Background: an optimization exercise with open tools, aiming at small area, a short achievable clock period and few clock cycles per item. Do not read the settings as production practice. Only simulation tests tie the RTL to the original design; equivalence was not proved. No activity file was given, so power comes from the tool's default toggle rates.

## flow/design.v (module list and top-level ports; edited modules follow where they fit)
// module ffc_core: 1265 lines
module ffc_core (
    input  wire        clk,
    input  wire        rst_n,
    output wire        init_done,
    input  wire        cmd_valid,
    output wire        cmd_ready,
    input  wire [7:0]  cmd_op,
    input  wire [95:0] cmd_a,
    output wire        rsp_valid,
    input  wire        rsp_ready,
    output wire [95:0] rsp_data,
    output wire [7:0]  rsp_status
);
  // ...
==> flow/run.sh <==
#!/bin/bash
# synth_recipe.tcl (not shown) runs the flow's synth.tcl, then flattens the netlist and writes it again
# the make line also repeats each setting of config.mk as NAME=value (left out here)
make -C /OpenROAD-flow-scripts/flow DESIGN_CONFIG=/design/flow/config.mk WORK_HOME=/design/flow/orfs CLKGATE_MAP_FILE= SYNTH_SCRIPT=/design/flow/synth_recipe.tcl finish
==> flow/config.mk <==
export PLATFORM = sky130hd
export DESIGN_NAME = ffc_core
export DESIGN_NICKNAME = ffc_core
export VERILOG_FILES = /design/flow/design.v
export SDC_FILE = /design/flow/constraint.sdc
export NUM_CORES = 4
export LEC_CHECK = 0
export CAP_MARGIN = 40
export CORE_MARGIN = 2
export CORE_UTILIZATION = 40
export PLACE_DENSITY = 0.72
export SETUP_SLACK_MARGIN = 5
export SLEW_MARGIN = 40
export SYNTH_MEMORY_MAX_BITS = 16384
==> flow/constraint.sdc <==
create_clock -name core_clock -period 13.0 [get_ports {clk}]
set_input_delay 2.6000 -clock core_clock [delete_from_list [all_inputs] [get_ports {clk}]]
set_output_delay 2.6000 -clock core_clock [all_outputs]
set_load 0.01 [all_outputs]
==> impl_metrics.tcl, run 1 <==
set metrics [dict create \
    postCtsSetupBuffers 73 \
    hp-start "sq0[1]" \
    path_delay_family "simple AND/OR/NAND/NOR gates" \
    wl_met3_um 29300 \
    instances_no_fill 5530 \
    clkLatencyLatePin_ns 0.59 \
    largest_register "out_data" \
    cts_max_level 2 \
    dp_hpwl_um 162000 \
    crit_buf_inv 2 \
    cts_resized 68 \
    timing.fmax_ghz 0.124 \
    highest_layer "met5" \
    vias 39700 \
    maxCapViolations 0 \
    finalHoldViolCount 0 \
    synthMuxAreaShare 0.0259 \
    placementRows 104 \
    nNonClkBuffers 401 \
    final.fill_count 8079 \
    timing.rr.end "acc[46]" \
    finalClockSkew_ns 0.0350 \
    portBuffers 205 \
    fin_crit_ns 8.05 \
    status "timing/DRC/antenna clean" \
    synth_most_common_cell "nand2_1" \
    nClkBuffers 37 \
    pre_cts_slack_ns 3.13 \
    timing.critical_path.mode_cell "a21oi_1" \
    synth-adder-area-share 0.0875 \
    worst-path-stages 22 \
    endpoint_kind "register" \
    multi_input_area_um2 23500 \
    drt_iter0_drc 7275 \
    met1Wirelength_um 78300 \
    setup_viol 0 \
    rsz0062_at_grt "true" \
    final_cell_area_um2 38000 \
    holdPathStages 2 \
    drv_slew 0 \
    power-top-group "combinational cells" \
    cts_buffer_depth 3 \
    cp-startpoint "tst" \
    dieArea_um2 83600 \
]
Testbench counts, summed over its fixed seeds: cycles 19,665, items 4,800.
==> run 2: changes to the inputs <==
--- a/flow/design.v
+++ b/flow/design.v
@@ -1151,17 +1151,342 @@
     assign fsel1[59] = sel[85] | sel[86] | sel[90];
     assign fsel1[60] = 1'b0;
     assign fsel1[61] = sel[90];
     assign fsel1[62] = sel[89] | sel[90];
     assign fsel1[63] = 1'b0;
     wire [64:0] cs0_s = acc ^ {1'b0, fsel0} ^ {1'b0, fsel1};
     wire [64:0] cs0_m = (acc & {1'b0, fsel0}) | (acc & {1'b0, fsel1}) | ({1'b0, fsel0} & {1'b0, fsel1});
     wire [64:0] cs0_c = {cs0_m[63:0], 1'b0};
-    wire [64:0] sum  = cs0_s + cs0_c;
+    wire [64:0] ad_a = cs0_s, ad_b = cs0_c;
+    wire [64:0] pg_g0 = ad_a & ad_b;
+    wire [64:0] pg_p0 = ad_a ^ ad_b;
+    wire pg_g1_1 = pg_g0[1] | (pg_p0[1] & pg_g0[0]);
+    wire pg_g1_3 = pg_g0[3] | (pg_p0[3] & pg_g0[2]);
+    wire pg_p1_3 = pg_p0[3] & pg_p0[2];
+    wire pg_g1_5 = pg_g0[5] | (pg_p0[5] & pg_g0[4]);
+    wire pg_p1_5 = pg_p0[5] & pg_p0[4];
+    wire pg_g1_7 = pg_g0[7] | (pg_p0[7] & pg_g0[6]);
+    wire pg_p1_7 = pg_p0[7] & pg_p0[6];
+    wire pg_g1_9 = pg_g0[9] | (pg_p0[9] & pg_g0[8]);
+    wire pg_p1_9 = pg_p0[9] & pg_p0[8];
+    wire pg_g1_11 = pg_g0[11] | (pg_p0[11] & pg_g0[10]);
+    wire pg_p1_11 = pg_p0[11] & pg_p0[10];
+    wire pg_g1_13 = pg_g0[13] | (pg_p0[13] & pg_g0[12]);
+    wire pg_p1_13 = pg_p0[13] & pg_p0[12];
+    wire pg_g1_15 = pg_g0[15] | (pg_p0[15] & pg_g0[14]);
+    wire pg_p1_15 = pg_p0[15] & pg_p0[14];
+    wire pg_g1_17 = pg_g0[17] | (pg_p0[17] & pg_g0[16]);
+    wire pg_p1_17 = pg_p0[17] & pg_p0[16];
+    wire pg_g1_19 = pg_g0[19] | (pg_p0[19] & pg_g0[18]);
+    wire pg_p1_19 = pg_p0[19] & pg_p0[18];
+    wire pg_g1_21 = pg_g0[21] | (pg_p0[21] & pg_g0[20]);
+    wire pg_p1_21 = pg_p0[21] & pg_p0[20];
+    wire pg_g1_23 = pg_g0[23] | (pg_p0[23] & pg_g0[22]);
+    wire pg_p1_23 = pg_p0[23] & pg_p0[22];
+    wire pg_g1_25 = pg_g0[25] | (pg_p0[25] & pg_g0[24]);
+    wire pg_p1_25 = pg_p0[25] & pg_p0[24];
+    wire pg_g1_27 = pg_g0[27] | (pg_p0[27] & pg_g0[26]);
+    wire pg_p1_27 = pg_p0[27] & pg_p0[26];
+    wire pg_g1_29 = pg_g0[29] | (pg_p0[29] & pg_g0[28]);
+    wire pg_p1_29 = pg_p0[29] & pg_p0[28];
+    wire pg_g1_31 = pg_g0[31] | (pg_p0[31] & pg_g0[30]);
+    wire pg_p1_31 = pg_p0[31] & pg_p0[30];
+    wire pg_g1_33 = pg_g0[33] | (pg_p0[33] & pg_g0[32]);
+    wire pg_p1_33 = pg_p0[33] & pg_p0[32];
+    wire pg_g1_35 = pg_g0[35] | (pg_p0[35] & pg_g0[34]);
+    wire pg_p1_35 = pg_p0[35] & pg_p0[34];
+    wire pg_g1_37 = pg_g0[37] | (pg_p0[37] & pg_g0[36]);
+    wire pg_p1_37 = pg_p0[37] & pg_p0[36];
+    wire pg_g1_39 = pg_g0[39] | (pg_p0[39] & pg_g0[38]);
+    wire pg_p1_39 = pg_p0[39] & pg_p0[38];
+    wire pg_g1_41 = pg_g0[41] | (pg_p0[41] & pg_g0[40]);
+    wire pg_p1_41 = pg_p0[41] & pg_p0[40];
+    wire pg_g1_43 = pg_g0[43] | (pg_p0[43] & pg_g0[42]);
+    wire pg_p1_43 = pg_p0[43] & pg_p0[42];
+    wire pg_g1_45 = pg_g0[45] | (pg_p0[45] & pg_g0[44]);
+    wire pg_p1_45 = pg_p0[45] & pg_p0[44];
+    wire pg_g1_47 = pg_g0[47] | (pg_p0[47] & pg_g0[46]);
+    wire pg_p1_47 = pg_p0[47] & pg_p0[46];
+    wire pg_g1_49 = pg_g0[49] | (pg_p0[49] & pg_g0[48]);
+    wire pg_p1_49 = pg_p0[49] & pg_p0[48];
+    wire pg_g1_51 = pg_g0[51] | (pg_p0[51] & pg_g0[50]);
+    wire pg_p1_51 = pg_p0[51] & pg_p0[50];
+    wire pg_g1_53 = pg_g0[53] | (pg_p0[53] & pg_g0[52]);
+    wire pg_p1_53 = pg_p0[53] & pg_p0[52];
+    wire pg_g1_55 = pg_g0[55] | (pg_p0[55] & pg_g0[54]);
+    wire pg_p1_55 = pg_p0[55] & pg_p0[54];
+    wire pg_g1_57 = pg_g0[57] | (pg_p0[57] & pg_g0[56]);
+    wire pg_p1_57 = pg_p0[57] & pg_p0[56];
+    wire pg_g1_59 = pg_g0[59] | (pg_p0[59] & pg_g0[58]);
+    wire pg_p1_59 = pg_p0[59] & pg_p0[58];
+    wire pg_g1_61 = pg_g0[61] | (pg_p0[61] & pg_g0[60]);
+    wire pg_p1_61 = pg_p0[61] & pg_p0[60];
+    wire pg_g1_63 = pg_g0[63] | (pg_p0[63] & pg_g0[62]);
+    wire pg_p1_63 = pg_p0[63] & pg_p0[62];
+    wire pg_g2_2 = pg_g0[2] | (pg_p0[2] & pg_g1_1);
+    wire pg_g2_3 = pg_g1_3 | (pg_p1_3 & pg_g1_1);
+    wire pg_g2_6 = pg_g0[6] | (pg_p0[6] & pg_g1_5);
+    wire pg_p2_6 = pg_p0[6] & pg_p1_5;
+    wire pg_g2_7 = pg_g1_7 | (pg_p1_7 & pg_g1_5);
+    wire pg_p2_7 = pg_p1_7 & pg_p1_5;
+    wire pg_g2_10 = pg_g0[10] | (pg_p0[10] & pg_g1_9);
+    wire pg_p2_10 = pg_p0[10] & pg_p1_9;
+    wire pg_g2_11 = pg_g1_11 | (pg_p1_11 & pg_g1_9);
+    wire pg_p2_11 = pg_p1_11 & pg_p1_9;
+    wire pg_g2_14 = pg_g0[14] | (pg_p0[14] & pg_g1_13);
+    wire pg_p2_14 = pg_p0[14] & pg_p1_13;
+    wire pg_g2_15 = pg_g1_15 | (pg_p1_15 & pg_g1_13);
+    wire pg_p2_15 = pg_p1_15 & pg_p1_13;
+    wire pg_g2_18 = pg_g0[18] | (pg_p0[18] & pg_g1_17);
+    wire pg_p2_18 = pg_p0[18] & pg_p1_17;
+    wire pg_g2_19 = pg_g1_19 | (pg_p1_19 & pg_g1_17);
+    wire pg_p2_19 = pg_p1_19 & pg_p1_17;
+    wire pg_g2_22 = pg_g0[22] | (pg_p0[22] & pg_g1_21);
+    wire pg_p2_22 = pg_p0[22] & pg_p1_21;
+    wire pg_g2_23 = pg_g1_23 | (pg_p1_23 & pg_g1_21);
+    wire pg_p2_23 = pg_p1_23 & pg_p1_21;
+    wire pg_g2_26 = pg_g0[26] | (pg_p0[26] & pg_g1_25);
+    wire pg_p2_26 = pg_p0[26] & pg_p1_25;
+    wire pg_g2_27 = pg_g1_27 | (pg_p1_27 & pg_g1_25);
+    wire pg_p2_27 = pg_p1_27 & pg_p1_25;
+    wire pg_g2_30 = pg_g0[30] | (pg_p0[30] & pg_g1_29);
+    wire pg_p2_30 = pg_p0[30] & pg_p1_29;
+    wire pg_g2_31 = pg_g1_31 | (pg_p1_31 & pg_g1_29);
+    wire pg_p2_31 = pg_p1_31 & pg_p1_29;
+    wire pg_g2_34 = pg_g0[34] | (pg_p0[34] & pg_g1_33);
+    wire pg_p2_34 = pg_p0[34] & pg_p1_33;
+    wire pg_g2_35 = pg_g1_35 | (pg_p1_35 & pg_g1_33);
+    wire pg_p2_35 = pg_p1_35 & pg_p1_33;
+    wire pg_g2_38 = pg_g0[38] | (pg_p0[38] & pg_g1_37);
+    wire pg_p2_38 = pg_p0[38] & pg_p1_37;
+    wire pg_g2_39 = pg_g1_39 | (pg_p1_39 & pg_g1_37);
+    wire pg_p2_39 = pg_p1_39 & pg_p1_37;
+    wire pg_g2_42 = pg_g0[42] | (pg_p0[42] & pg_g1_41);
+    wire pg_p2_42 = pg_p0[42] & pg_p1_41;
+    wire pg_g2_43 = pg_g1_43 | (pg_p1_43 & pg_g1_41);
+    wire pg_p2_43 = pg_p1_43 & pg_p1_41;
+    wire pg_g2_46 = pg_g0[46] | (pg_p0[46] & pg_g1_45);
+    wire pg_p2_46 = pg_p0[46] & pg_p1_45;
+    wire pg_g2_47 = pg_g1_47 | (pg_p1_47 & pg_g1_45);
+    wire pg_p2_47 = pg_p1_47 & pg_p1_45;
+    wire pg_g2_50 = pg_g0[50] | (pg_p0[50] & pg_g1_49);
+    wire pg_p2_50 = pg_p0[50] & pg_p1_49;
+    wire pg_g2_51 = pg_g1_51 | (pg_p1_51 & pg_g1_49);
+    wire pg_p2_51 = pg_p1_51 & pg_p1_49;
+    wire pg_g2_54 = pg_g0[54] | (pg_p0[54] & pg_g1_53);
+    wire pg_p2_54 = pg_p0[54] & pg_p1_53;
+    wire pg_g2_55 = pg_g1_55 | (pg_p1_55 & pg_g1_53);
+    wire pg_p2_55 = pg_p1_55 & pg_p1_53;
+    wire pg_g2_58 = pg_g0[58] | (pg_p0[58] & pg_g1_57);
+    wire pg_p2_58 = pg_p0[58] & pg_p1_57;
+    wire pg_g2_59 = pg_g1_59 | (pg_p1_59 & pg_g1_57);
+    wire pg_p2_59 = pg_p1_59 & pg_p1_57;
+    wire pg_g2_62 = pg_g0[62] | (pg_p0[62] & pg_g1_61);
+    wire pg_p2_62 = pg_p0[62] & pg_p1_61;
+    wire pg_g2_63 = pg_g1_63 | (pg_p1_63 & pg_g1_61);
+    wire pg_p2_63 = pg_p1_63 & pg_p1_61;
+    wire pg_g3_4 = pg_g0[4] | (pg_p0[4] & pg_g2_3);
+    wire pg_g3_5 = pg_g1_5 | (pg_p1_5 & pg_g2_3);
+    wire pg_g3_6 = pg_g2_6 | (pg_p2_6 & pg_g2_3);
+    wire pg_g3_7 = pg_g2_7 | (pg_p2_7 & pg_g2_3);
+    wire pg_g3_12 = pg_g0[12] | (pg_p0[12] & pg_g2_11);
+    wire pg_p3_12 = pg_p0[12] & pg_p2_11;
+    wire pg_g3_13 = pg_g1_13 | (pg_p1_13 & pg_g2_11);
+    wire pg_p3_13 = pg_p1_13 & pg_p2_11;
+    wire pg_g3_14 = pg_g2_14 | (pg_p2_14 & pg_g2_11);
+    wire pg_p3_14 = pg_p2_14 & pg_p2_11;
+    wire pg_g3_15 = pg_g2_15 | (pg_p2_15 & pg_g2_11);
+    wire pg_p3_15 = pg_p2_15 & pg_p2_11;
+    wire pg_g3_20 = pg_g0[20] | (pg_p0[20] & pg_g2_19);
+    wire pg_p3_20 = pg_p0[20] & pg_p2_19;
+    wire pg_g3_21 = pg_g1_21 | (pg_p1_21 & pg_g2_19);
+    wire pg_p3_21 = pg_p1_21 & pg_p2_19;
+    wire pg_g3_22 = pg_g2_22 | (pg_p2_22 & pg_g2_19);
+    wire pg_p3_22 = pg_p2_22 & pg_p2_19;
+    wire pg_g3_23 = pg_g2_23 | (pg_p2_23 & pg_g2_19);
+    wire pg_p3_23 = pg_p2_23 & pg_p2_19;
+    wire pg_g3_28 = pg_g0[28] | (pg_p0[28] & pg_g2_27);
+    wire pg_p3_28 = pg_p0[28] & pg_p2_27;
+    wire pg_g3_29 = pg_g1_29 | (pg_p1_29 & pg_g2_27);
+    wire pg_p3_29 = pg_p1_29 & pg_p2_27;
+    wire pg_g3_30 = pg_g2_30 | (pg_p2_30 & pg_g2_27);
+    wire pg_p3_30 = pg_p2_30 & pg_p2_27;
+    wire pg_g3_31 = pg_g2_31 | (pg_p2_31 & pg_g2_27);
+    wire pg_p3_31 = pg_p2_31 & pg_p2_27;
+    wire pg_g3_36 = pg_g0[36] | (pg_p0[36] & pg_g2_35);
+    wire pg_p3_36 = pg_p0[36] & pg_p2_35;
+    wire pg_g3_37 = pg_g1_37 | (pg_p1_37 & pg_g2_35);
+    wire pg_p3_37 = pg_p1_37 & pg_p2_35;
+    wire pg_g3_38 = pg_g2_38 | (pg_p2_38 & pg_g2_35);
+    wire pg_p3_38 = pg_p2_38 & pg_p2_35;
+    wire pg_g3_39 = pg_g2_39 | (pg_p2_39 & pg_g2_35);
+    wire pg_p3_39 = pg_p2_39 & pg_p2_35;
+    wire pg_g3_44 = pg_g0[44] | (pg_p0[44] & pg_g2_43);
+    wire pg_p3_44 = pg_p0[44] & pg_p2_43;
+    wire pg_g3_45 = pg_g1_45 | (pg_p1_45 & pg_g2_43);
+    wire pg_p3_45 = pg_p1_45 & pg_p2_43;
+    wire pg_g3_46 = pg_g2_46 | (pg_p2_46 & pg_g2_43);
+    wire pg_p3_46 = pg_p2_46 & pg_p2_43;
+    wire pg_g3_47 = pg_g2_47 | (pg_p2_47 & pg_g2_43);
+    wire pg_p3_47 = pg_p2_47 & pg_p2_43;
+    wire pg_g3_52 = pg_g0[52] | (pg_p0[52] & pg_g2_51);
+    wire pg_p3_52 = pg_p0[52] & pg_p2_51;
+    wire pg_g3_53 = pg_g1_53 | (pg_p1_53 & pg_g2_51);
+    wire pg_p3_53 = pg_p1_53 & pg_p2_51;
+    wire pg_g3_54 = pg_g2_54 | (pg_p2_54 & pg_g2_51);
+    wire pg_p3_54 = pg_p2_54 & pg_p2_51;
+    wire pg_g3_55 = pg_g2_55 | (pg_p2_55 & pg_g2_51);
+    wire pg_p3_55 = pg_p2_55 & pg_p2_51;
+    wire pg_g3_60 = pg_g0[60] | (pg_p0[60] & pg_g2_59);
+    wire pg_p3_60 = pg_p0[60] & pg_p2_59;
+    wire pg_g3_61 = pg_g1_61 | (pg_p1_61 & pg_g2_59);
+    wire pg_p3_61 = pg_p1_61 & pg_p2_59;
+    wire pg_g3_62 = pg_g2_62 | (pg_p2_62 & pg_g2_59);
+    wire pg_p3_62 = pg_p2_62 & pg_p2_59;
+    wire pg_g3_63 = pg_g2_63 | (pg_p2_63 & pg_g2_59);
+    wire pg_p3_63 = pg_p2_63 & pg_p2_59;
+    wire pg_g4_8 = pg_g0[8] | (pg_p0[8] & pg_g3_7);
+    wire pg_g4_9 = pg_g1_9 | (pg_p1_9 & pg_g3_7);
+    wire pg_g4_10 = pg_g2_10 | (pg_p2_10 & pg_g3_7);
+    wire pg_g4_11 = pg_g2_11 | (pg_p2_11 & pg_g3_7);
+    wire pg_g4_12 = pg_g3_12 | (pg_p3_12 & pg_g3_7);
+    wire pg_g4_13 = pg_g3_13 | (pg_p3_13 & pg_g3_7);
+    wire pg_g4_14 = pg_g3_14 | (pg_p3_14 & pg_g3_7);
+    wire pg_g4_15 = pg_g3_15 | (pg_p3_15 & pg_g3_7);
+    wire pg_g4_24 = pg_g0[24] | (pg_p0[24] & pg_g3_23);
+    wire pg_p4_24 = pg_p0[24] & pg_p3_23;
+    wire pg_g4_25 = pg_g1_25 | (pg_p1_25 & pg_g3_23);
+    wire pg_p4_25 = pg_p1_25 & pg_p3_23;
+    wire pg_g4_26 = pg_g2_26 | (pg_p2_26 & pg_g3_23);
+    wire pg_p4_26 = pg_p2_26 & pg_p3_23;
+    wire pg_g4_27 = pg_g2_27 | (pg_p2_27 & pg_g3_23);
+    wire pg_p4_27 = pg_p2_27 & pg_p3_23;
+    wire pg_g4_28 = pg_g3_28 | (pg_p3_28 & pg_g3_23);
+    wire pg_p4_28 = pg_p3_28 & pg_p3_23;
+    wire pg_g4_29 = pg_g3_29 | (pg_p3_29 & pg_g3_23);
+    wire pg_p4_29 = pg_p3_29 & pg_p3_23;
+    wire pg_g4_30 = pg_g3_30 | (pg_p3_30 & pg_g3_23);
+    wire pg_p4_30 = pg_p3_30 & pg_p3_23;
+    wire pg_g4_31 = pg_g3_31 | (pg_p3_31 & pg_g3_23);
+    wire pg_p4_31 = pg_p3_31 & pg_p3_23;
+    wire pg_g4_40 = pg_g0[40] | (pg_p0[40] & pg_g3_39);
+    wire pg_p4_40 = pg_p0[40] & pg_p3_39;
+    wire pg_g4_41 = pg_g1_41 | (pg_p1_41 & pg_g3_39);
+    wire pg_p4_41 = pg_p1_41 & pg_p3_39;
+    wire pg_g4_42 = pg_g2_42 | (pg_p2_42 & pg_g3_39);
+    wire pg_p4_42 = pg_p2_42 & pg_p3_39;
+    wire pg_g4_43 = pg_g2_43 | (pg_p2_43 & pg_g3_39);
+    wire pg_p4_43 = pg_p2_43 & pg_p3_39;
+    wire pg_g4_44 = pg_g3_44 | (pg_p3_44 & pg_g3_39);
+    wire pg_p4_44 = pg_p3_44 & pg_p3_39;
+    wire pg_g4_45 = pg_g3_45 | (pg_p3_45 & pg_g3_39);
+    wire pg_p4_45 = pg_p3_45 & pg_p3_39;
+    wire pg_g4_46 = pg_g3_46 | (pg_p3_46 & pg_g3_39);
+    wire pg_p4_46 = pg_p3_46 & pg_p3_39;
+    wire pg_g4_47 = pg_g3_47 | (pg_p3_47 & pg_g3_39);
+    wire pg_p4_47 = pg_p3_47 & pg_p3_39;
+    wire pg_g4_56 = pg_g0[56] | (pg_p0[56] & pg_g3_55);
+    wire pg_p4_56 = pg_p0[56] & pg_p3_55;
+    wire pg_g4_57 = pg_g1_57 | (pg_p1_57 & pg_g3_55);
+    wire pg_p4_57 = pg_p1_57 & pg_p3_55;
+    wire pg_g4_58 = pg_g2_58 | (pg_p2_58 & pg_g3_55);
+    wire pg_p4_58 = pg_p2_58 & pg_p3_55;
+    wire pg_g4_59 = pg_g2_59 | (pg_p2_59 & pg_g3_55);
+    wire pg_p4_59 = pg_p2_59 & pg_p3_55;
+    wire pg_g4_60 = pg_g3_60 | (pg_p3_60 & pg_g3_55);
+    wire pg_p4_60 = pg_p3_60 & pg_p3_55;
+    wire pg_g4_61 = pg_g3_61 | (pg_p3_61 & pg_g3_55);
+    wire pg_p4_61 = pg_p3_61 & pg_p3_55;
+    wire pg_g4_62 = pg_g3_62 | (pg_p3_62 & pg_g3_55);
+    wire pg_p4_62 = pg_p3_62 & pg_p3_55;
+    wire pg_g4_63 = pg_g3_63 | (pg_p3_63 & pg_g3_55);
+    wire pg_p4_63 = pg_p3_63 & pg_p3_55;
+    wire pg_g5_16 = pg_g0[16] | (pg_p0[16] & pg_g4_15);
+    wire pg_g5_17 = pg_g1_17 | (pg_p1_17 & pg_g4_15);
+    wire pg_g5_18 = pg_g2_18 | (pg_p2_18 & pg_g4_15);
+    wire pg_g5_19 = pg_g2_19 | (pg_p2_19 & pg_g4_15);
+    wire pg_g5_20 = pg_g3_20 | (pg_p3_20 & pg_g4_15);
+    wire pg_g5_21 = pg_g3_21 | (pg_p3_21 & pg_g4_15);
+    wire pg_g5_22 = pg_g3_22 | (pg_p3_22 & pg_g4_15);
+    wire pg_g5_23 = pg_g3_23 | (pg_p3_23 & pg_g4_15);
+    wire pg_g5_24 = pg_g4_24 | (pg_p4_24 & pg_g4_15);
+    wire pg_g5_25 = pg_g4_25 | (pg_p4_25 & pg_g4_15);
+    wire pg_g5_26 = pg_g4_26 | (pg_p4_26 & pg_g4_15);
+    wire pg_g5_27 = pg_g4_27 | (pg_p4_27 & pg_g4_15);
+    wire pg_g5_28 = pg_g4_28 | (pg_p4_28 & pg_g4_15);
+    wire pg_g5_29 = pg_g4_29 | (pg_p4_29 & pg_g4_15);
+    wire pg_g5_30 = pg_g4_30 | (pg_p4_30 & pg_g4_15);
+    wire pg_g5_31 = pg_g4_31 | (pg_p4_31 & pg_g4_15);
+    wire pg_g5_48 = pg_g0[48] | (pg_p0[48] & pg_g4_47);
+    wire pg_p5_48 = pg_p0[48] & pg_p4_47;
+    wire pg_g5_49 = pg_g1_49 | (pg_p1_49 & pg_g4_47);
+    wire pg_p5_49 = pg_p1_49 & pg_p4_47;
+    wire pg_g5_50 = pg_g2_50 | (pg_p2_50 & pg_g4_47);
+    wire pg_p5_50 = pg_p2_50 & pg_p4_47;
+    wire pg_g5_51 = pg_g2_51 | (pg_p2_51 & pg_g4_47);
+    wire pg_p5_51 = pg_p2_51 & pg_p4_47;
+    wire pg_g5_52 = pg_g3_52 | (pg_p3_52 & pg_g4_47);
+    wire pg_p5_52 = pg_p3_52 & pg_p4_47;
+    wire pg_g5_53 = pg_g3_53 | (pg_p3_53 & pg_g4_47);
+    wire pg_p5_53 = pg_p3_53 & pg_p4_47;
+    wire pg_g5_54 = pg_g3_54 | (pg_p3_54 & pg_g4_47);
+    wire pg_p5_54 = pg_p3_54 & pg_p4_47;
+    wire pg_g5_55 = pg_g3_55 | (pg_p3_55 & pg_g4_47);
+    wire pg_p5_55 = pg_p3_55 & pg_p4_47;
+    wire pg_g5_56 = pg_g4_56 | (pg_p4_56 & pg_g4_47);
+    wire pg_p5_56 = pg_p4_56 & pg_p4_47;
+    wire pg_g5_57 = pg_g4_57 | (pg_p4_57 & pg_g4_47);
+    wire pg_p5_57 = pg_p4_57 & pg_p4_47;
+    wire pg_g5_58 = pg_g4_58 | (pg_p4_58 & pg_g4_47);
+    wire pg_p5_58 = pg_p4_58 & pg_p4_47;
+    wire pg_g5_59 = pg_g4_59 | (pg_p4_59 & pg_g4_47);
+    wire pg_p5_59 = pg_p4_59 & pg_p4_47;
+    wire pg_g5_60 = pg_g4_60 | (pg_p4_60 & pg_g4_47);
+    wire pg_p5_60 = pg_p4_60 & pg_p4_47;
+    wire pg_g5_61 = pg_g4_61 | (pg_p4_61 & pg_g4_47);
+    wire pg_p5_61 = pg_p4_61 & pg_p4_47;
+    wire pg_g5_62 = pg_g4_62 | (pg_p4_62 & pg_g4_47);
+    wire pg_p5_62 = pg_p4_62 & pg_p4_47;
+    wire pg_g5_63 = pg_g4_63 | (pg_p4_63 & pg_g4_47);
+    wire pg_p5_63 = pg_p4_63 & pg_p4_47;
+    wire pg_g6_32 = pg_g0[32] | (pg_p0[32] & pg_g5_31);
+    wire pg_g6_33 = pg_g1_33 | (pg_p1_33 & pg_g5_31);
+    wire pg_g6_34 = pg_g2_34 | (pg_p2_34 & pg_g5_31);
+    wire pg_g6_35 = pg_g2_35 | (pg_p2_35 & pg_g5_31);
+    wire pg_g6_36 = pg_g3_36 | (pg_p3_36 & pg_g5_31);
+    wire pg_g6_37 = pg_g3_37 | (pg_p3_37 & pg_g5_31);
+    wire pg_g6_38 = pg_g3_38 | (pg_p3_38 & pg_g5_31);
+    wire pg_g6_39 = pg_g3_39 | (pg_p3_39 & pg_g5_31);
+    wire pg_g6_40 = pg_g4_40 | (pg_p4_40 & pg_g5_31);
+    wire pg_g6_41 = pg_g4_41 | (pg_p4_41 & pg_g5_31);
+    wire pg_g6_42 = pg_g4_42 | (pg_p4_42 & pg_g5_31);
+    wire pg_g6_43 = pg_g4_43 | (pg_p4_43 & pg_g5_31);
+    wire pg_g6_44 = pg_g4_44 | (pg_p4_44 & pg_g5_31);
+    wire pg_g6_45 = pg_g4_45 | (pg_p4_45 & pg_g5_31);
+    wire pg_g6_46 = pg_g4_46 | (pg_p4_46 & pg_g5_31);
+    wire pg_g6_47 = pg_g4_47 | (pg_p4_47 & pg_g5_31);
+    wire pg_g6_48 = pg_g5_48 | (pg_p5_48 & pg_g5_31);
+    wire pg_g6_49 = pg_g5_49 | (pg_p5_49 & pg_g5_31);
+    wire pg_g6_50 = pg_g5_50 | (pg_p5_50 & pg_g5_31);
+    wire pg_g6_51 = pg_g5_51 | (pg_p5_51 & pg_g5_31);
+    wire pg_g6_52 = pg_g5_52 | (pg_p5_52 & pg_g5_31);
+    wire pg_g6_53 = pg_g5_53 | (pg_p5_53 & pg_g5_31);
+    wire pg_g6_54 = pg_g5_54 | (pg_p5_54 & pg_g5_31);
+    wire pg_g6_55 = pg_g5_55 | (pg_p5_55 & pg_g5_31);
+    wire pg_g6_56 = pg_g5_56 | (pg_p5_56 & pg_g5_31);
+    wire pg_g6_57 = pg_g5_57 | (pg_p5_57 & pg_g5_31);
+    wire pg_g6_58 = pg_g5_58 | (pg_p5_58 & pg_g5_31);
+    wire pg_g6_59 = pg_g5_59 | (pg_p5_59 & pg_g5_31);
+    wire pg_g6_60 = pg_g5_60 | (pg_p5_60 & pg_g5_31);
+    wire pg_g6_61 = pg_g5_61 | (pg_p5_61 & pg_g5_31);
+    wire pg_g6_62 = pg_g5_62 | (pg_p5_62 & pg_g5_31);
+    wire pg_g6_63 = pg_g5_63 | (pg_p5_63 & pg_g5_31);
+    wire pg_g7_64 = pg_g0[64] | (pg_p0[64] & pg_g6_63);
+    wire [64:0] sum = pg_p0 ^ {pg_g6_63, pg_g6_62, pg_g6_61, pg_g6_60, pg_g6_59, pg_g6_58, pg_g6_57, pg_g6_56, pg_g6_55, pg_g6_54, pg_g6_53, pg_g6_52, pg_g6_51, pg_g6_50, pg_g6_49, pg_g6_48, pg_g6_47, pg_g6_46, pg_g6_45, pg_g6_44, pg_g6_43, pg_g6_42, pg_g6_41, pg_g6_40, pg_g6_39, pg_g6_38, pg_g6_37, pg_g6_36, pg_g6_35, pg_g6_34, pg_g6_33, pg_g6_32, pg_g5_31, pg_g5_30, pg_g5_29, pg_g5_28, pg_g5_27, pg_g5_26, pg_g5_25, pg_g5_24, pg_g5_23, pg_g5_22, pg_g5_21, pg_g5_20, pg_g5_19, pg_g5_18, pg_g5_17, pg_g5_16, pg_g4_15, pg_g4_14, pg_g4_13, pg_g4_12, pg_g4_11, pg_g4_10, pg_g4_9, pg_g4_8, pg_g3_7, pg_g3_6, pg_g3_5, pg_g3_4, pg_g2_3, pg_g2_2, pg_g1_1, pg_g0[0], 1'b0};
     wire        nob  = sum[64];                   
     wire out_free = !out_valid || rsp_ready;
     wire eng_fin_ok = (is_dec && dlast) || (is_enc && rsmall);
     assign cmd_ready = running && (sq_n != 2'd2 || !out_valid) &&
                        ((est == E_IDLE) || (eng_fin_ok && sq_n == 2'd0 && !out_valid));
     wire acc_cmd  = cmd_valid && cmd_ready;
     wire sq_out   = (sq_n != 2'd0) && out_free;             
     wire fin_dec  = is_dec && dlast && sq_n == 2'd0 && out_free;
==> flow/flow/run.sh (new file) <==
#!/bin/bash
set -euo pipefail
here=$(dirname "$0")
margin=$(cat "$here/setup_margin")
bash standard.sh SETUP_SLACK_MARGIN="$margin" finish > standard_flow.log 2>&1
==> flow/flow/setup_margin (new file) <==
6
==> flow/standard.sh (new file) <==
#!/bin/bash
# synth_recipe.tcl (not shown) runs the flow's synth.tcl, then flattens the netlist and writes it again
# the make line also repeats each setting of config.mk as NAME=value (left out here)
make -C /OpenROAD-flow-scripts/flow DESIGN_CONFIG=/design/flow/config.mk WORK_HOME=/design/flow/orfs CLKGATE_MAP_FILE= SYNTH_SCRIPT=/design/flow/synth_recipe.tcl "${@:-finish}"
==> flow/config.mk (replaced) <==
export PLATFORM = sky130hd
export DESIGN_NAME = ffc_core
export DESIGN_NICKNAME = ffc_core
export VERILOG_FILES = /design/flow/design.v
export SDC_FILE = /design/flow/constraint.sdc
export NUM_CORES = 4
export LEC_CHECK = 0
export CAP_MARGIN = 40
export CORE_MARGIN = 2
export CORE_UTILIZATION = 40
export SLEW_MARGIN = 40
export SYNTH_MEMORY_MAX_BITS = 16384
removed: flow/run.sh
==> impl_metrics.tcl, run 2 <==
set metrics [dict create \
    largest_reg_flops 92 \
    io_pins 215 \
    rsz0062_at_grt "true" \
    critPathMaxStageDelay_ns 0.59 \
    finalClockSkew_ns 0.0387 \
    synth-main-ff-cell "edfxtp_1" \
    fin_util 0.512 \
    p_per_area_nw_per_um2 87.8 \
    pwr-share-clk 0.274 \
    synth-xor-area-share 0.0356 \
    drc 0 \
    combPwrFrac 0.358 \
    largest_register "out_data" \
    clkTransAtPathRegs_ns 0.06 \
    place.gp.congestion 1.11 \
    cp_max_fo 8 \
    timing.rr.start "acc[48]" \
    final_cell_area_um2 41300 \
    p_int_uw 2230 \
    syn_to_final_growth_pct 26.2 \
    drive_gt1_frac 0.185 \
    startpoint_type "register" \
    critical_path_arrival_ns 7.41 \
    synthMuxAreaShare 0.0256 \
    cts_max_level 2 \
    drt_iter0_drc 6005 \
    grt_busiest_layer "met2" \
    synth_top_family_by_area "simple AND/OR/NAND/NOR gates" \
    drtPass1Iterations 7 \
    cp_slowest_cell "fa_2" \
    cts-root-buf "clkbuf_16" \
    total_power_uw 3620 \
    dp_hpwl_um 160000 \
    grt_first_pass_wirelength_um 281000 \
    layout_common_cells "nand2_1, nor2_1, buf_4" \
    placementRows 104 \
    cp-startpoint "acc[48]" \
    maxCapViolations 0 \
    synth-adder-area-share 0.0901 \
    setup_viol 0 \
    track_usage 0.467 \
    wire_per_inst_um 36.5 \
    synthTopCellsByArea "edfxtp_1, nand2_1, fa_1, o21ai_0, nor2_1" \
    grt_use_met2 0.651 \
    portBuffers 205 \
    clkLatencyLatePin_ns 0.58 \
    hold_path_class "register to register" \
    cts_num_sinks 265 \
    yosys.area.top_type_share 0.237 \
    synth_warnings 1 \
    timing.critical_path.mode_cell "buf_6" \
    cts_tree "done" \
    drv_slew 0 \
    yosys.area_share.simple 0.327 \
    async_flop_share 0 \
    status "timing/DRC/antenna clean" \
    dieArea_um2 84100 \
    syn_avg_cell_area_um2 7.55 \
    slew_headroom 0.308 \
    grtUsageMet3 0.175 \
    endpoint_kind "register" \
    synth_cells 4331 \
    initial_core_util 0.405 \
    netSwitchingFraction 0.385 \
    instances_no_fill 5686 \
    finalHoldViolCount 0 \
    grt_pass1_vias 35900 \
    timing.fmax_ghz 0.141 \
    crit_type "register to register" \
    worst_slew_pin_slew_ns 1.03 \
    power_frac_seq 0.368 \
    synthTopCellsByCount "nand2_1, nor2_1, o21ai_0" \
    fin_crit_sh 0.545 \
    fin_crit_ns 7.08 \
    ys_seq_area_frac 0.241 \
    dpl_cell_area_um2 35800 \
    core_area_um2 80700 \
    hp-start "sq0[3]" \
    final_common_cell "nand2_1" \
    ys_ff_latch 265 \
    synth_compound_area_frac 0.227 \
    cp.required_ns 13.33 \
    synth_edf_count 258 \
    cts_buffer_depth 3 \
    postCtsHoldBufs 0 \
    place_inst 5373 \
    synth_cell_types 98 \
    leakagePower_uw 0.0155 \
    detail-route-antenna-nets 0 \
    viasPerCell 7.14 \
    reg_top3 "out_data (92), cw (81), acc (65)" \
    fp.dieW_um 290 \
    synth_most_common_cell "nand2_1" \
    antenna_found_initial 14 \
    cts_buffers 36 \
    grt_max_degree 77 \
    dieHeight_um 290 \
    setup_tns_ns 0 \
    vdd_drop_max_uv 92.1 \
    grt-ovfl-total 0 \
    final.fill_count 7846 \
    routed_wl_um 207000 \
    vias 40600 \
    nets 4884 \
    synth_largest_area_cell "edfxtp_1" \
    crit_buf_inv 6 \
    path_delay_family "compound AO/OA/AOI/OAI gates" \
    synth_area_um2 32700 \
    use_met1 0.632 \
    switching_power_uw 1400 \
]
## run 2: area by class of cell
| class | count | area, um2 | area share |
|---|---|---|---|
| Clock buffer | 43 | 958 | 0.0232 |
| Inverter | 136 | 513 | 0.0124 |
| Clock inverter | 22 | 164 | 0.00397 |
| Multi-Input combinational cell | 3627 | 25600 | 0.621 |
| Antenna cell | 8 | 20.0 | 0.000485 |
| Sequential cell | 265 | 7890 | 0.191 |
| Tap cell | 1060 | 1330 | 0.0321 |
| Timing Repair Buffer | 525 | 4780 | 0.116 |
## run 2: power groups by stage
stage	sequential (uW)	combinational [uW]	clock, uW
after floorplan	1330	529	0
after global placement	1350	1180	0
after detailed placement	1340	1180	0
after CTS	1330	1240	987
after global routing	1340	1350	1020
final	1340	1300	992
## run 2: path summary, 6_finish.rpt
check | end | slack [ns] | cells past startpoint
hold / removal | out_st[2] | 0.55 | 2
setup reg to reg | out_data[55] | 5.92 | 27
setup / recovery | out_data[55] | 5.92 | 27
hold reg to reg | out_st[2] | 0.55 | 2
## run 2: cells by family after synthesis
group	after synthesis
DFF	265
other	1
AOI/OAI and AO/OA	1137
and+or+nand+nor	2073
xor gates and xnor gates	133
muxes	79
adders and majority gates	191
buffers and inverters	452
## run 2: routing by layer
metal / vias to the layer above / wire (um)
met2: 3421 / 82300
met4: 8 / 13200
li1: 16900 / -
met1: 19700 / 81000
met3: 625 / 30600
met5: - / 49
## run 2: worst reg2reg max path, cell delays in order, from the launching register on
cell       delay, ns
edfxtp_1        0.56
buf_6           0.19
nand2_8         0.07
nor3_4          0.25
nand4_1         0.14
buf_6           0.17
buf_6           0.13
clkbuf_16       0.16
nor3_4          0.23
nor4_4          0.10
mux2i_4         0.27
o211ai_1        0.19
or3_4           0.41
or4_4           0.54
fa_2            0.59
ha_4            0.22
a211oi_4        0.25
o21ai_2         0.12
a2111oi_4       0.45
o311ai_4        0.17
buf_6           0.18
o21ai_2         0.14
nand2_2         0.10
a211oi_4        0.39
buf_12          0.19
o31ai_2         0.07
xnor2_1         0.30
a2bb2o_4        0.25
## run 2: what timing repair did
item / in CTS / in global routing
gates cloned: 6 / 6
resized for setup: 291 / 259
setup endpoints to repair: 407 / 362
buffers inserted: 150 / 77
pin swaps: 44 / 78
## run 2: through the flow
stage	setup slack [ns]	hold slack, ns
after floorplan	2.88	0.463
after global placement	3.28	0.521
after detailed placement	3.63	0.539
after CTS	5.96	0.554
after global routing	5.82	0.578
final	5.92	0.554
Testbench counts of run 2, summed over its fixed seeds: cycles 19,665, items 4,800.

separate check: timing with driven ports:
The results above use ideal ports. As a check the final layouts listed here were re-extracted and re-timed, cells and wires unchanged. Step 1 sets driving cells, clkbuf_16 on the clock port and buf_2 on the other inputs (assumed; they add their load-dependent delay and slew). Step 2, shift: input delay + t, output delay - t, t = (earliest + latest rising clock arrival at the registers) / 2. This alone moves slack from input paths to output paths. Slacks: no drivers / after step 1 / after step 2; pairs: no drivers / after step 1.
run | shift t [ns] | setup WS [ns] | worst setup path at the end | worst slew at a driven data input, ns
run 1 | 0.649 | 4.949 / 4.949 / 4.517 | input to register | 0.08
run 2 | 0.635 | 5.918 / 5.918 / 5.493 | input to register | 0.06
After both steps every run listed still meets setup and hold. The setup slack of run 1, which loses most, moves by 0.000 ns with the drivers and by -0.432 ns with both steps.
